This is an optimization exercise on Yosys and OpenROAD, whose aim is small area and few clock cycles per item, not a production implementation.
In this exercise RTL edits were held to simulation tests only and were not proved equivalent to the original.
Power and IR drop assume default switching activity.

==> flow/config.mk <==
export PLATFORM = sky130hd
export DESIGN_NAME = bbe_getput
export DESIGN_NICKNAME = bbe_getput
export VERILOG_FILES = /design/flow/design.v
export SDC_FILE = /design/flow/constraint.sdc
export NUM_CORES = 4
export LEC_CHECK = 0
export CAP_MARGIN = 20
export CORE_MARGIN = 2
export CORE_UTILIZATION = 40
export SLEW_MARGIN = 20
==> flow/constraint.sdc <==
create_clock -name core_clock -period 12.0 [get_ports {clk}]
set_input_delay 2.4000 -clock core_clock [delete_from_list [all_inputs] [get_ports {clk}]]
set_output_delay 2.4000 -clock core_clock [all_outputs]
set_load 0.01 [all_outputs]
==> flow/design.v <==
module bbe_getput (
    input  wire        clk,
    input  wire        rst,
    input  wire        in_valid,
    output wire        in_ready,
    input  wire        in_op,       
    input  wire [6:0]  in_n,        
    input  wire [63:0] in_base,
    input  wire [63:0] in_len,
    input  wire [63:0] in_cap,
    input  wire [63:0] in_pos,
    input  wire [71:0] in_win,      
    input  wire [63:0] in_val,
    output wire        out_valid,
    output wire [1:0]  out_code,    
    output wire [63:0] out_x,
    output wire [63:0] out_base,
    output wire [63:0] out_len,
    output wire [63:0] out_cap,
    output wire [63:0] out_pos,
    output wire [71:0] out_wdata,
    output wire [8:0]  out_wmask    
);
    localparam [1:0] C_OK      = 2'd0;
    localparam [1:0] C_ILLEGAL = 2'd1;
    localparam [1:0] C_DESC    = 2'd2;
    localparam [1:0] C_BOUNDS  = 2'd3;
    localparam integer LO = 14;     
    localparam integer HI = 33 - LO;
    assign in_ready = 1'b1;
    function [33:0] rca;
        input [32:0] a, b;
        input        ci;
        input integer w;
        reg   [33:0] c;
        integer      k;
        begin
            rca = 34'd0;
            c = 34'd0;
            c[0] = ci;
            for (k = 0; k < 33; k = k + 1)
                if (k < w) begin
                    rca[k] = a[k] ^ b[k] ^ c[k];
                    c[k+1] = (a[k] & b[k]) | (a[k] & c[k]) | (b[k] & c[k]);
                end
            rca[33] = c[w];
        end
    endfunction
    function carry;
        input [63:0] g0, p0;
        input integer w;
        reg   [63:0] g, p;
        integer      i, k;
        begin
            g = g0;
            p = p0;
            for (k = 1; k < 64; k = k * 2)
                for (i = 0; i + k < 64; i = i + 2 * k)
                    if (i + k < w) begin
                        g[i] = g[i + k] | (p[i + k] & g[i]);
                        p[i] = p[i + k] & p[i];
                    end
            carry = g[0];
        end
    endfunction
    wire [2:0]  s        = in_pos[2:0];
    wire [6:0]  sn       = {4'd0, s} + in_n;       
    wire        illegal  = in_n[6] & (|in_n[5:0]);             
    wire        len_gt   = (|in_len[63:33]) |
                           carry({31'd0, in_len[32:0] & ~in_cap[32:0]},
                                 {31'd0, in_len[32:0] | ~in_cap[32:0]}, 33);
    wire [32:0] da       = in_base[32:0];
    wire [32:0] db       = in_cap[32:0];
    wire [33:0] dC       = {da[32] & db[32], da[31:0] | db[31:0], 1'b0};
    reg  [32:0] dg, dp;
    integer     b;
    always @(*) begin
        for (b = 0; b < 33; b = b + 1)
            if (b < 32) begin
                dg[b] = (da[b] & db[b] & dC[b]) | (~da[b] & ~db[b] & dC[b]);
                dp[b] = ((da[b] & db[b]) | dC[b]) | (~da[b] & ~db[b]);
            end else begin
                dg[b] = (da[b] & ~db[b] & dC[b]) | (~da[b] & db[b] & dC[b]);
                dp[b] = ((da[b] & ~db[b]) | dC[b]) | (~da[b] & db[b]);
            end
    end
    wire        bc_big   = (|in_base[63:33]) | (|in_cap[63:33]) | dC[33] |
                           carry({31'd0, dg}, {31'd0, dp}, 33);
    wire        desc_bad = len_gt | bc_big;
    wire [33:0] q_full   = {1'b0, in_pos[35:3]} + {30'd0, sn[6:3]};
    wire [32:0] q        = q_full[32:0];
    wire [34:0] bq       = {q_full, |sn[2:0]};
    wire [34:0] bl       = ~{1'b0, in_len[32:0], 1'b0};
    wire        bounds_bad = (|in_pos[63:36]) |
                             carry({29'd0, bq & bl}, {29'd0, bq | bl}, 35);
    wire [1:0]  code = illegal  ? C_ILLEGAL :
                       desc_bad ? C_DESC    :
                       bounds_bad ? C_BOUNDS : C_OK;
    wire        ok   = ~illegal & ~desc_bad & ~bounds_bad;
    wire [33:0] b_lo = rca(in_base[32:0], q, 1'b0, LO);
    wire [33:0] l_lo = rca(in_len[32:0], ~q, 1'b1, LO);
    wire [33:0] c_lo = rca(in_cap[32:0], ~q, 1'b1, LO);
    reg         r_valid;
    reg  [1:0]  r_code;
    reg         r_op;
    reg  [6:0]  r_sn;           
    reg  [63:0] r_base, r_len, r_cap, r_val;
    reg  [63:0] r_pos;          
    reg  [71:0] r_win;
    reg         r_bc, r_lc, r_cc;          
    always @(posedge clk) begin
        if (rst)
            r_valid <= 1'b0;
        else
            r_valid <= in_valid;
    end
    always @(posedge clk) begin
        r_code <= code;
        r_op   <= in_op;
        r_sn   <= ok ? sn : {4'd0, s};
        r_base <= {in_base[63:LO], ok ? b_lo[LO-1:0] : in_base[LO-1:0]};
        r_len  <= {in_len[63:LO],  ok ? l_lo[LO-1:0] : in_len[LO-1:0]};
        r_cap  <= {in_cap[63:LO],  ok ? c_lo[LO-1:0] : in_cap[LO-1:0]};
        r_pos  <= {in_pos[63:36], ok ? q[32:LO] : in_pos[35:3+LO], in_pos[2+LO:0]};
        r_win  <= in_win;
        r_val  <= in_val;
        r_bc   <= ok & b_lo[33];
        r_lc   <= ~ok | l_lo[33];
        r_cc   <= ~ok | c_lo[33];
    end
    wire        r_ok = (r_code == C_OK);
    wire [32:0] qg   = {{LO{1'b0}}, r_pos[35:3+LO] & {HI{r_ok}}};
    wire [33:0] b_hi = rca({{LO{1'b0}}, r_base[32:LO]}, qg, r_bc, HI);
    wire [33:0] l_hi = rca({{LO{1'b0}}, r_len[32:LO]}, ~qg, r_lc, HI);
    wire [33:0] c_hi = rca({{LO{1'b0}}, r_cap[32:LO]}, ~qg, r_cc, HI);
    assign out_valid = r_valid;
    assign out_code  = r_code;
    assign out_base  = {r_base[63:33], b_hi[HI-1:0], r_base[LO-1:0]};
    assign out_len   = {r_len[63:33],  l_hi[HI-1:0], r_len[LO-1:0]};
    assign out_cap   = {r_cap[63:33],  c_hi[HI-1:0], r_cap[LO-1:0]};
    assign out_pos   = {r_pos[63:36], r_pos[35:3] & {33{~r_ok}}, r_sn[2:0]};
    wire [2:0]  rs = r_pos[2:0];
    wire [6:0]  sh = 7'd72 - r_sn;                
    reg  [71:0] win_m;
    integer i;
    always @(*) begin
        win_m = r_win;
        for (i = 0; i < 7; i = i + 1)
            if (i < rs) win_m[71 - i] = 1'b0;
    end
    reg  [71:0] rev_val;
    always @(*) begin
        for (i = 0; i < 72; i = i + 1)
            rev_val[i] = (i >= 8) ? r_val[71 - i] : 1'b0;
    end
    wire [71:0] sh_in  = r_op ? rev_val : win_m;
    wire [71:0] sh_out = sh_in >> sh;
    assign out_x = sh_out[63:0] & {64{~r_op}};
    reg  [71:0] put_data;
    reg  [8:0]  put_mask;
    always @(*) begin
        for (i = 0; i < 72; i = i + 1)
            put_data[71 - i] = (r_op && (i < r_sn) && (i >= rs)) ? sh_out[i] : r_win[71 - i];
        put_mask[8] = r_op && (r_sn > {4'd0, rs});
        for (i = 1; i < 9; i = i + 1)
            put_mask[8 - i] = r_op && (8 * i < r_sn);
    end
    assign out_wdata = put_data;
    assign out_wmask = put_mask;
endmodule
==> flow/flow/run.sh <==
#!/bin/bash
# The standard layout (standard.sh: ORFS synthesis to final layout) with
# three changes, all in how the layout is made:
#  1. Synthesis is ORFS's synthesis exactly as synth_recipe.tcl runs it, except
#     that the ABC technology-mapping step uses flow/abc_area.script, an
#     area-oriented mapping script (delay relaxed, more area-recovery rounds),
#     in place of ORFS's abc_speed.script. Registers are mapped before ABC
#     runs, so they are the standard synthesis's registers.
#  2. The port buffers that ORFS's global placement inserts are made from the
#     smallest buffer cell, sky130_fd_sc_hd__buf_1, in place of the default
#     clkdlybuf4s50_1; every input and output port still gets its own buffer.
#  3. Clock tree synthesis clusters up to 26 sinks per leaf buffer and
#     inserts no dummy loads.
# Each tool's output goes to a log in this folder (and ORFS's own logs under
# orfs/logs).
set -euo pipefail
here=$(pwd)

# synthesis script: ORFS's synth.tcl with the ABC script replaced
sed 's|^  log_cmd abc {\*}\$abc_args$|  log_cmd abc {*}[lreplace $abc_args 1 1 '"$here"'/flow/abc_area.script]|' \
    "$FLOW_HOME/scripts/synth.tcl" > "$here/synth_area.tcl"
grep -q 'flow/abc_area.script' "$here/synth_area.tcl"
sed 's|\$::env(SCRIPTS_DIR)/synth.tcl|'"$here"'/synth_area.tcl|' \
    "$here/synth_recipe.tcl" > "$here/synth_recipe_area.tcl"
grep -q 'synth_area.tcl' "$here/synth_recipe_area.tcl"
sed 's|SYNTH_SCRIPT=[^ ]*synth_recipe.tcl|SYNTH_SCRIPT='"$here"'/synth_recipe_area.tcl|' \
    "$here/standard.sh" > "$here/standard_area.sh"
grep -q 'synth_recipe_area.tcl' "$here/standard_area.sh"

export BUFFER_PORTS_ARGS="-buffer_cell sky130_fd_sc_hd__buf_1"
export CTS_ARGS="-sink_clustering_enable -repair_clock_nets -dont_use_dummy_load -sink_clustering_size 29 -sink_clustering_max_diameter 90 -buf_list sky130_fd_sc_hd__clkbuf_16"
bash "$here/standard_area.sh" > "$here/standard_make.log" 2>&1
==> flow/flow/abc_area.script <==
&get -n
&st
&dc2
&syn2
&dch -f
&nf -R 1000 -C 32 -F 8 -A 4
&put
topo
stime -c
==> flow/standard.sh <==
#!/bin/bash
# synth_recipe.tcl (not shown) runs the flow's synth.tcl, then flattens the netlist and writes it again
# the make line also repeats each setting of config.mk as NAME=value (left out here)
make -C /OpenROAD-flow-scripts/flow DESIGN_CONFIG=/design/flow/config.mk WORK_HOME=/design/flow/orfs CLKGATE_MAP_FILE= SYNTH_SCRIPT=/design/flow/synth_recipe.tcl "${@:-finish}"
==> results.txt, run 1 <==
| Item | This run | Unit |
| --- | --- | --- |
| Setup repair after global routing missed its margin | false | - |
| Crit Path Category | reg -> out | - |
| Root Driver | sky130_fd_sc_hd__clkbuf_16 | - |
| Area of the multi-input gates | 11780 | sq um |
| Detailed Route Iter0 Violations | 2168 | - |
| TritonCTS Buffers | 24 | - |
| Starting density of the core | 0.4039 | - |
| Standby leakage power | 9.725 | nW |
| Count of yosys warnings during synthesis | 1 | - |
| PwrDens | 123.4 | nW/um^2 |
| Final #Nets | 3756 | - |
| Clock sink count | 406 | - |
| Width of the chip | 237.1 | microns |
| Clock slew seen by the registers of the worst setup and hold paths | 0.10 | ns |
| Source of the worst hold timing path | in_win[67] | - |
| Area of the placeable core | 53810 | sq um |
| Proportion of layout cells with a drive suffix above 1 | 0.02302 | - |
| Number of buffers added on ports | 806 | - |
| Required time of the critical path | 9.60 | ns |
| Post-synth EDFFs | 0 | - |
| Final max-slew violation count | 0 | - |
| Maximum operating frequency | 0.08852 | GHz |
| Filler cell count | 5431 | - |
| Post-DRT Antenna Nets | 0 | - |
| Pin count of the biggest net entering global routing | 92 | - |
| Final std cell area, no fill | 25390 | sq um |
| Hold path cells | 1 | - |
| Proportion of synthesized chip area in sequential cells | 0.3739 | - |
| Area share of the leading cell type in the synthesized netlist | 0.3739 | - |
| Final GP Congestion | 1.087 | - |
| Remaining Overflow, GRT | 0 | - |
| Placement row count | 85 | - |
| # IOs | 808 | - |
| Cells taking the most area after synthesis | sky130_fd_sc_hd__dfxtp_1 37%, sky130_fd_sc_hd__fa_1 8.7%, sky130_fd_sc_hd__buf_4 5.8% | - |
| Global-route wire length before repair | 151600 | microns |
| Clock tree from TritonCTS | built | - |
| Max cap viols | 0 | - |
| Final count of negative-setup-slack endpoints | 0 | - |
| Final wirelength | 110100 | microns |
| Mapped Area | 21740 | sq um |
| Slew margin rel. | 0.1670 | - |
| Signed area change from the synthesized netlist to the final layout | 16.81 | % |
| Post-layout worst setup margin | 0.7034 | ns |
| Endpoint arrival time on the critical path | 8.90 | ns |
| Remaining routing DRC violations | 0 | - |
| Maximum buffer depth of the clock tree | 3 | - |
| Worst Hold Margin | 1.886 | ns |
| Number of antenna violations at the first check in global routing | 16 | - |
| Number of synthesized register bits | 406 | - |
| Hpwl dp | 93020 | microns |
| Vertical die dimension | 237.1 | microns |
| Number of global-route vias before repair | 21210 | - |
| Crit start category | register | - |
| Cell count after synthesis | 2512 | - |
| Kind of path behind the tightest hold check | in -> reg | - |
| Area of all sequential standard cells | 8133 | sq um |
| Run status | timing/DRC/antenna clean | - |
| Final Cycle Share | 0.9414 | - |
| Synthesized net count | 3052 | - |
| Final TNS setup | 0 | ns |
| Buffers inserted during post-CTS setup optimization | 0 | - |
| Number of library cell types mapped by synthesis | 59 | - |
| Dominant synthesized flop cell | sky130_fd_sc_hd__dfxtp_1 | - |
| Post-CTS Hold Buffers | 0 | - |
| Placement-stage worst setup slack | 1.338 | ns |
| Crit Path Max Fanout | 17 | - |
| First-pass DRT Iterations | 9 | - |
| Average instance area after synthesis | 8.653 | sq um |
| Slew @ Worst Pin | 1.241 | ns |
| Minimum period implied by the final worst setup slack | 11.30 | ns |
| Detailed-route vias per instance | 5.619 | - |
| Detailed-route wire length per cell | 28.10 | microns |
| CTS resizes | 0 | - |
| Leading area contributor after synthesis | sky130_fd_sc_hd__dfxtp_1 | - |
| Hold worst-path end | r_win[67] | - |
| Share of synthesized registers carrying an async set or reset | 0 | - |
| Layout Utilization | 0.4718 | - |
| Final hold vios | 0 | - |
| Aggregate global-route resource usage | 0.3760 | - |
| Setup crit end kind | output port | - |
| H-tree depth | 1 | - |
| Vias | 22020 | - |
| Post-placement cell area | 24770 | sq um |
| Maximum ir drop on the vdd rail | 0.1245 | mV |
| Die ar. | 56220 | sq um |
power by group:
part	internal, W	total [W]	switching (W)	leakage (nW)
combinational	0.000272	0.000861	0.000589	6.01
sequential	0.00142	0.00146	0.0000442	3.42
clock	0.000354	0.000810	0.000456	0.296
metrics by stage:
step / instances / total power, W
6_report: 3919 / 0.003134
2_1_floorplan: 2512 / 0.001971
4_1_cts: 3910 / 0.003130
5_1_grt: 3915 / 0.003254
3_5_place_dp: 3886 / 0.002333
3_3_place_gp: 3886 / 0.002329
layout by cell type, fill, tap and decap left out, drive strengths merged, types with 24 or more instances in the layout:
cell type,count
a21oi,238
clkinv,177
o31ai,26
fa,95
nor2b,48
xnor2,36
xor2,41
mux2i,82
nor4,36
o21ai,195
mux2,54
o22ai,32
buf,845
ha,42
and2,30
dfxtp,406
nand2,251
clkbuf,24
nor2,326
per-layer routing:
| layer | GRT usage | vias up | wire length (microns) |
|---|---|---|---|
| met5 | 0.001732 | - | 51 |
| met4 | 0.1473 | 8 | 4811 |
| met1 | 0.4820 | 10650 | 44300 |
| met3 | 0.07647 | 197 | 9607 |
| met2 | 0.6222 | 1241 | 51350 |
| li1 | - | 9919 | - |
worst max-delay path by stage:
stage	startpoint	endpoint	slack, ns	cells past startpoint
after detailed placement	r_code[1]	out_base[32]	1.34	24
final	r_code[0]	out_base[32]	0.70	24
after global placement	r_code[0]	out_base[32]	1.44	24
after CTS	r_code[1]	out_base[32]	0.67	24
after global routing	r_code[1]	out_cap[32]	0.42	24
after floorplan	r_sn[0]	out_wdata[63]	1.25	10
Yosys cell counts (8+ instances only):
master / number
sky130_fd_sc_hd__ha_1: 42
sky130_fd_sc_hd__mux2i_1: 82
sky130_fd_sc_hd__a31oi_1: 19
sky130_fd_sc_hd__a221oi_1: 11
sky130_fd_sc_hd__nand2_1: 251
sky130_fd_sc_hd__xnor2_1: 36
sky130_fd_sc_hd__o221ai_1: 8
sky130_fd_sc_hd__xor2_1: 41
sky130_fd_sc_hd__fa_1: 95
sky130_fd_sc_hd__a211oi_1: 13
sky130_fd_sc_hd__o31ai_1: 26
sky130_fd_sc_hd__mux2_1: 54
sky130_fd_sc_hd__clkinv_1: 177
sky130_fd_sc_hd__o211ai_1: 16
sky130_fd_sc_hd__nand4_1: 12
sky130_fd_sc_hd__a21oi_1: 238
sky130_fd_sc_hd__o22a_1: 10
sky130_fd_sc_hd__dfxtp_1: 406
sky130_fd_sc_hd__a22oi_1: 12
sky130_fd_sc_hd__o22ai_1: 32
sky130_fd_sc_hd__o21ai_0: 195
sky130_fd_sc_hd__nor3_1: 15
sky130_fd_sc_hd__nand3_1: 22
sky130_fd_sc_hd__buf_4: 167
sky130_fd_sc_hd__and2_0: 30
sky130_fd_sc_hd__nor4_1: 36
sky130_fd_sc_hd__nor2_1: 326
sky130_fd_sc_hd__nor2b_1: 48
layout make-up:
cell class	instances	area share
Sequential cell	406	0.3203
Antenna cell	9	0.0008870
Tap cell	696	0.03430
Timing Repair Buffer	845	0.1307
Multi-Input combinational cell	1762	0.4640
Clock buffer	24	0.02365
Inverter	177	0.02617
critical path, cell delays in order, from the launching register on:
cell and delay (ns):
sky130_fd_sc_hd__dfxtp_1 0.39, sky130_fd_sc_hd__nor2_4 0.11, sky130_fd_sc_hd__nand2_1 0.16, sky130_fd_sc_hd__fa_1 0.22, sky130_fd_sc_hd__clkinv_1 0.08, sky130_fd_sc_hd__fa_1 0.40, sky130_fd_sc_hd__fa_1 0.42, sky130_fd_sc_hd__fa_1 0.43
sky130_fd_sc_hd__fa_1 0.41, sky130_fd_sc_hd__fa_1 0.40, sky130_fd_sc_hd__fa_1 0.39, sky130_fd_sc_hd__fa_1 0.40, sky130_fd_sc_hd__fa_1 0.42, sky130_fd_sc_hd__fa_1 0.40, sky130_fd_sc_hd__fa_1 0.39, sky130_fd_sc_hd__fa_1 0.39
sky130_fd_sc_hd__fa_1 0.39, sky130_fd_sc_hd__fa_1 0.39, sky130_fd_sc_hd__fa_1 0.39, sky130_fd_sc_hd__fa_1 0.39, sky130_fd_sc_hd__fa_1 0.42, sky130_fd_sc_hd__fa_1 0.39, sky130_fd_sc_hd__xor2_1 0.19, sky130_fd_sc_hd__xnor2_1 0.14
sky130_fd_sc_hd__buf_1 0.17
cells by family (layout without fill, tap and decap cells):
family,Yosys count,after routing,synth area share
simple gates,763,763,0.1518
compound gates,643,643,0.1751
flops,406,406,0.3739
buf+inv,344,1046,0.08825
fa+ha+maj,142,142,0.1140
mux,136,136,0.06574
xor+xnor,77,77,0.03103
other cells,1,10,0.0001725
sequential cells by signal (all words and copies together) (netlist names):
name and flops:
r_win 72, r_base 64, r_cap 64, r_len 64, r_pos 64, r_val 64
r_sn 7, r_code 2, r_bc 1, r_cc 1, r_lc 1, r_op 1
r_valid 1
Testbench counts, summed over its fixed seeds: cycles 24,000, items 24,000.
==> run 2: changes to the inputs <==
==> flow/flow/run.sh (replaced) <==
#!/bin/bash
# The standard layout (standard.sh: ORFS synthesis to final layout) with
# three changes, all in how the layout is made:
#  1. Synthesis is ORFS's synthesis exactly as synth_recipe.tcl runs it, except
#     that (a) the ABC technology-mapping step uses flow/abc_area.script, an
#     area-oriented mapping script (delay relaxed, two rounds of choice
#     computation and mapping with more area-recovery rounds), in place of
#     ORFS's abc_speed.script, and (b) only full adders are extracted into
#     adder cells (extract_fa -fa), so half-adder logic is left to ABC.
#     Registers are mapped before either step, so they are the standard
#     synthesis's registers.
#  2. The port buffers that ORFS's global placement inserts are made from the
#     smallest buffer cell, sky130_fd_sc_hd__buf_1, in place of the default
#     clkdlybuf4s50_1; every input and output port still gets its own buffer.
#  3. Clock tree synthesis clusters up to 26 sinks per leaf buffer and
#     inserts no dummy loads.
# Each tool's output goes to a log in this folder (and ORFS's own logs under
# orfs/logs).
set -euo pipefail
here=$(pwd)

# synthesis script: ORFS's synth.tcl with the ABC script replaced
sed -e 's|^  log_cmd abc {\*}\$abc_args$|  log_cmd abc {*}[lreplace $abc_args 1 1 '"$here"'/flow/abc_area.script]|' \
    -e 's|^  extract_fa {\*}\[dont_use_extract_fa_args\]$|  extract_fa -fa|' \
    "$FLOW_HOME/scripts/synth.tcl" > "$here/synth_area.tcl"
grep -q 'flow/abc_area.script' "$here/synth_area.tcl"
grep -q '^  extract_fa -fa$' "$here/synth_area.tcl"
sed 's|\$::env(SCRIPTS_DIR)/synth.tcl|'"$here"'/synth_area.tcl|' \
    "$here/synth_recipe.tcl" > "$here/synth_recipe_area.tcl"
grep -q 'synth_area.tcl' "$here/synth_recipe_area.tcl"
sed 's|SYNTH_SCRIPT=[^ ]*synth_recipe.tcl|SYNTH_SCRIPT='"$here"'/synth_recipe_area.tcl|' \
    "$here/standard.sh" > "$here/standard_area.sh"
grep -q 'synth_recipe_area.tcl' "$here/standard_area.sh"

export BUFFER_PORTS_ARGS="-buffer_cell sky130_fd_sc_hd__buf_1"
export CTS_ARGS="-sink_clustering_enable -repair_clock_nets -dont_use_dummy_load -sink_clustering_size 26 -sink_clustering_max_diameter 100 -buf_list sky130_fd_sc_hd__clkbuf_16"
bash "$here/standard_area.sh" > "$here/standard_make.log" 2>&1
==> flow/flow/abc_area.script (replaced) <==
&get -n
&st
&dc2
&syn2
&dch -f
&nf -R 1000 -C 32 -F 8 -A 4
&st
&dch -f
&nf -R 1000 -C 32 -F 8 -A 4
&put
topo
stime -c
==> run 2 against run 1 <==
Against the previous run: clock power is 1% lower; total power is 1.4% lower; setup slack worse by 0.17 ns; via count is 0.50% lower; global-route usage is 0.32 points higher; sequential share of layout area is 0.72 points higher; synthesized cell count is 1.6% lower; critical path depth stayed put.
==> results.txt, run 2 <==
| Item | This run | Unit |
| --- | --- | --- |
| Placement row count | 84 | - |
| Standby leakage power | 9.258 | nW |
| Vertical die dimension | 234.1 | microns |
| Slew margin rel. | 0.2236 | - |
| Final max-slew violation count | 0 | - |
| Buffers inserted during post-CTS setup optimization | 0 | - |
| Filler cell count | 5406 | - |
| Detailed-route wire length per cell | 28.06 | microns |
| Clock tree from TritonCTS | built | - |
| Commonest non-fill, non-tap cell in the layout | sky130_fd_sc_hd__buf_1 | - |
| # IOs | 808 | - |
| Dominant synthesized flop cell | sky130_fd_sc_hd__dfxtp_1 | - |
| Number of synthesized register bits | 406 | - |
| Layout Utilization | 0.4734 | - |
| Leading area contributor after synthesis | sky130_fd_sc_hd__dfxtp_1 | - |
| Number of library cell types mapped by synthesis | 56 | - |
| H-tree depth | 1 | - |
| Max cap viols | 0 | - |
| Final TNS setup | 0 | ns |
| Area of the placeable core | 52450 | sq um |
| Number of global-route vias before repair | 20860 | - |
| Required time of the critical path | 9.60 | ns |
| Final hold vios | 0 | - |
| Area of the multi-input gates | 11330 | sq um |
| Commonest cells in the netlist | 406 x sky130_fd_sc_hd__dfxtp_1, 317 x sky130_fd_sc_hd__nor2_1, 256 x sky130_fd_sc_hd__nand2_1, 236 x sky130_fd_sc_hd__o21ai_0, 233 x sky130_fd_sc_hd__a21oi_1 | - |
| Average instance area after synthesis | 8.564 | sq um |
| Final count of negative-setup-slack endpoints | 0 | - |
| Register name with the most flops | r_win | - |
| Mapped Area | 21170 | sq um |
| Root Driver | sky130_fd_sc_hd__clkbuf_16 | - |
| TritonCTS Buffers | 23 | - |
| Flip-flop count of the largest register after layout | 72 | - |
| First-pass DRT Iterations | 7 | - |
| Final Cycle Share | 0.9554 | - |
| Starting density of the core | 0.4036 | - |
| Detailed-route vias per instance | 5.651 | - |
| Final #Nets | 3672 | - |
| Clock sink count | 406 | - |
| Maximum buffer depth of the clock tree | 3 | - |
| Proportion of layout cells with a drive suffix above 1 | 0.02364 | - |
| Detailed Route Iter0 Violations | 2215 | - |
| Signed area change from the synthesized netlist to the final layout | 17.29 | % |
| Count of yosys warnings during synthesis | 1 | - |
| Post-CTS Hold Buffers | 0 | - |
| Vias | 21910 | - |
| Width of the chip | 234.1 | microns |
| Run status | timing/DRC/antenna clean | - |
| Crit Path Category | reg -> out | - |
| Crit Path Max Fanout | 4 | - |
| Proportion of synthesized chip area in sequential cells | 0.3839 | - |
| Number of antenna violations at the first check in global routing | 28 | - |
| CTS resizes | 0 | - |
| PwrDens | 124.4 | nW/um^2 |
| Slew @ Worst Pin | 1.165 | ns |
| Kind of path behind the tightest hold check | in -> reg | - |
| Pin count of the biggest net entering global routing | 78 | - |
| Clock slew seen by the registers of the worst setup and hold paths | 0.11 | ns |
| Area share of the leading cell type in the synthesized netlist | 0.3839 | - |
| Setup repair after global routing missed its margin | false | - |
| Global-route wire length before repair | 147900 | microns |
| Post-DRT Antenna Nets | 0 | - |
| Final GP Congestion | 1.072 | - |
| Synthesized net count | 2970 | - |
| Endpoint arrival time on the critical path | 9.07 | ns |
| Remaining Overflow, GRT | 0 | - |
| Maximum ir drop on the vdd rail | 0.1332 | mV |
| Hpwl dp | 91160 | microns |
| Final wirelength | 108800 | microns |
| Share of synthesized registers carrying an async set or reset | 0 | - |
| Aggregate global-route resource usage | 0.3792 | - |
| Area of all sequential standard cells | 8133 | sq um |
| Crit start category | register | - |
| Post-synth EDFFs | 0 | - |
| Number of buffers added on ports | 806 | - |
| Commonest cells after routing, fill and taps aside | 806 x sky130_fd_sc_hd__buf_1, 404 x sky130_fd_sc_hd__dfxtp_1, 315 x sky130_fd_sc_hd__nor2_1, 255 x sky130_fd_sc_hd__nand2_1, 236 x sky130_fd_sc_hd__o21ai_0 | - |
| Minimum period implied by the final worst setup slack | 11.47 | ns |
| Cell count after synthesis | 2472 | - |
| Cells taking the most area after synthesis | sky130_fd_sc_hd__dfxtp_1 38%, sky130_fd_sc_hd__fa_1 9.0%, sky130_fd_sc_hd__buf_4 5.9% | - |
| Maximum operating frequency | 0.08722 | GHz |
| Die ar. | 54780 | sq um |
| Cell with the most instances after synthesis | sky130_fd_sc_hd__dfxtp_1 | - |
| Setup crit end kind | output port | - |
| Remaining routing DRC violations | 0 | - |
-- run 2: cell count changes after synthesis, sizes merged, moves of 9 or more --
cell	before	now
ha	42	0
o21ai	195	236
clkinv	177	152
nor3	15	27
xor2	41	31
nor2	326	317
xnor2	36	45
-- run 2: through the flow --
step                      hold slack [ns]  power (W)  instance area (sq um)  std cells  setup WS [ns]
final                               1.893   0.003089                  24830       3877         0.5347
after global placement              2.494   0.002292                  24190       3835          1.269
after detailed placement            2.493   0.002293                  24200       3835          1.175
after floorplan                     2.428   0.001939                  21170       2472          1.430
after CTS                           1.872   0.003074                  24770       3858         0.5540
after global routing                1.873   0.003197                  24820       3873         0.2331
-- run 2: final cells by class --
class | instances | area share
diodes | 17 | 0.001713
inverters | 152 | 0.02298
multi-input cells | 1747 | 0.4562
repair buffers | 844 | 0.1337
flip-flops and latches | 406 | 0.3276
well taps | 688 | 0.03467
clock buffers | 23 | 0.02318
-- run 2: final timing paths --
path	from	to	slack, ns	cells after the start
max	r_code[1]	out_len[32]	0.53	24
min	in_win[49]	r_win[49]	1.89	1
-- run 2: cell families after synthesis --
| kind of cell | count (synthesis) | synth area share |
|---|---|---|
| DFF | 406 | 0.3839 |
| other | 1 | 0.0001771 |
| xor gates and xnor gates | 76 | 0.03144 |
| adders and majority gates | 101 | 0.09268 |
| buffers and inverters | 319 | 0.08618 |
| and+or+nand+nor | 777 | 0.1597 |
| muxes | 130 | 0.06478 |
| AOI/OAI and AO/OA | 662 | 0.1811 |
-- run 2: report_power, final --
part           internal [W]  switching [W]  total (W)  leakage (nW)
logic              0.000257       0.000573   0.000830          5.55
registers           0.00142      0.0000392    0.00146          3.42
clock network      0.000341       0.000460   0.000801         0.284
-- run 2: routing by layer --
| layer | track usage | vias up | part of all wire |
|---|---|---|---|
| met5 | 0 | - | 0.0013 |
| met4 | 0.1610 | 18 | 0.045 |
| met3 | 0.1141 | 241 | 0.11 |
| met2 | 0.5983 | 1214 | 0.45 |
| met1 | 0.4811 | 10630 | 0.39 |
| li1 | - | 9806 | - |
-- run 2: critical path, stage by stage (launching register included) --
cell and delay [ns]:
sky130_fd_sc_hd__dfxtp_1 0.39, sky130_fd_sc_hd__nor2_4 0.06, sky130_fd_sc_hd__nand2_1 0.15, sky130_fd_sc_hd__fa_1 0.21, sky130_fd_sc_hd__clkinv_1 0.07, sky130_fd_sc_hd__fa_1 0.39, sky130_fd_sc_hd__fa_1 0.43, sky130_fd_sc_hd__fa_1 0.41
sky130_fd_sc_hd__fa_1 0.40, sky130_fd_sc_hd__fa_1 0.43, sky130_fd_sc_hd__fa_1 0.40, sky130_fd_sc_hd__fa_1 0.39, sky130_fd_sc_hd__fa_1 0.39, sky130_fd_sc_hd__fa_1 0.39, sky130_fd_sc_hd__fa_1 0.40, sky130_fd_sc_hd__fa_1 0.40
sky130_fd_sc_hd__fa_1 0.41, sky130_fd_sc_hd__fa_1 0.39, sky130_fd_sc_hd__fa_1 0.39, sky130_fd_sc_hd__fa_1 0.59, sky130_fd_sc_hd__fa_1 0.48, sky130_fd_sc_hd__fa_1 0.40, sky130_fd_sc_hd__xor2_1 0.18, sky130_fd_sc_hd__xnor2_1 0.14
sky130_fd_sc_hd__buf_1 0.18

## static timing again, ports no longer ideal
The results above use ideal ports. As a check the final layouts listed here were re-extracted and re-timed, cells and wires unchanged.
Step 1 (the two cells are an assumption about what drives the block):
set clk [get_ports {clk}]
set_driving_cell -lib_cell sky130_fd_sc_hd__clkbuf_16 $clk
set_driving_cell -lib_cell sky130_fd_sc_hd__buf_2 [delete_from_list [all_inputs] $clk]
Step 2 also shifts input and output timing later by t, the mid clock arrival at the registers, as if the neighbouring blocks saw the same clock.
Slacks: ideal ports / drivers / drivers and shift; pairs: ideal ports / drivers.
run | t (ns) | slack for setup (ns) | worst setup path after step 2 | worst register clock-pin slew, ns
run 1 | 0.644 | 0.703 / 0.635 / 1.279 | register to output | 0.11 / 0.11
run 2 | 0.629 | 0.535 / 0.469 / 1.098 | register to output | 0.11 / 0.11
After both steps every run listed still meets setup and hold.
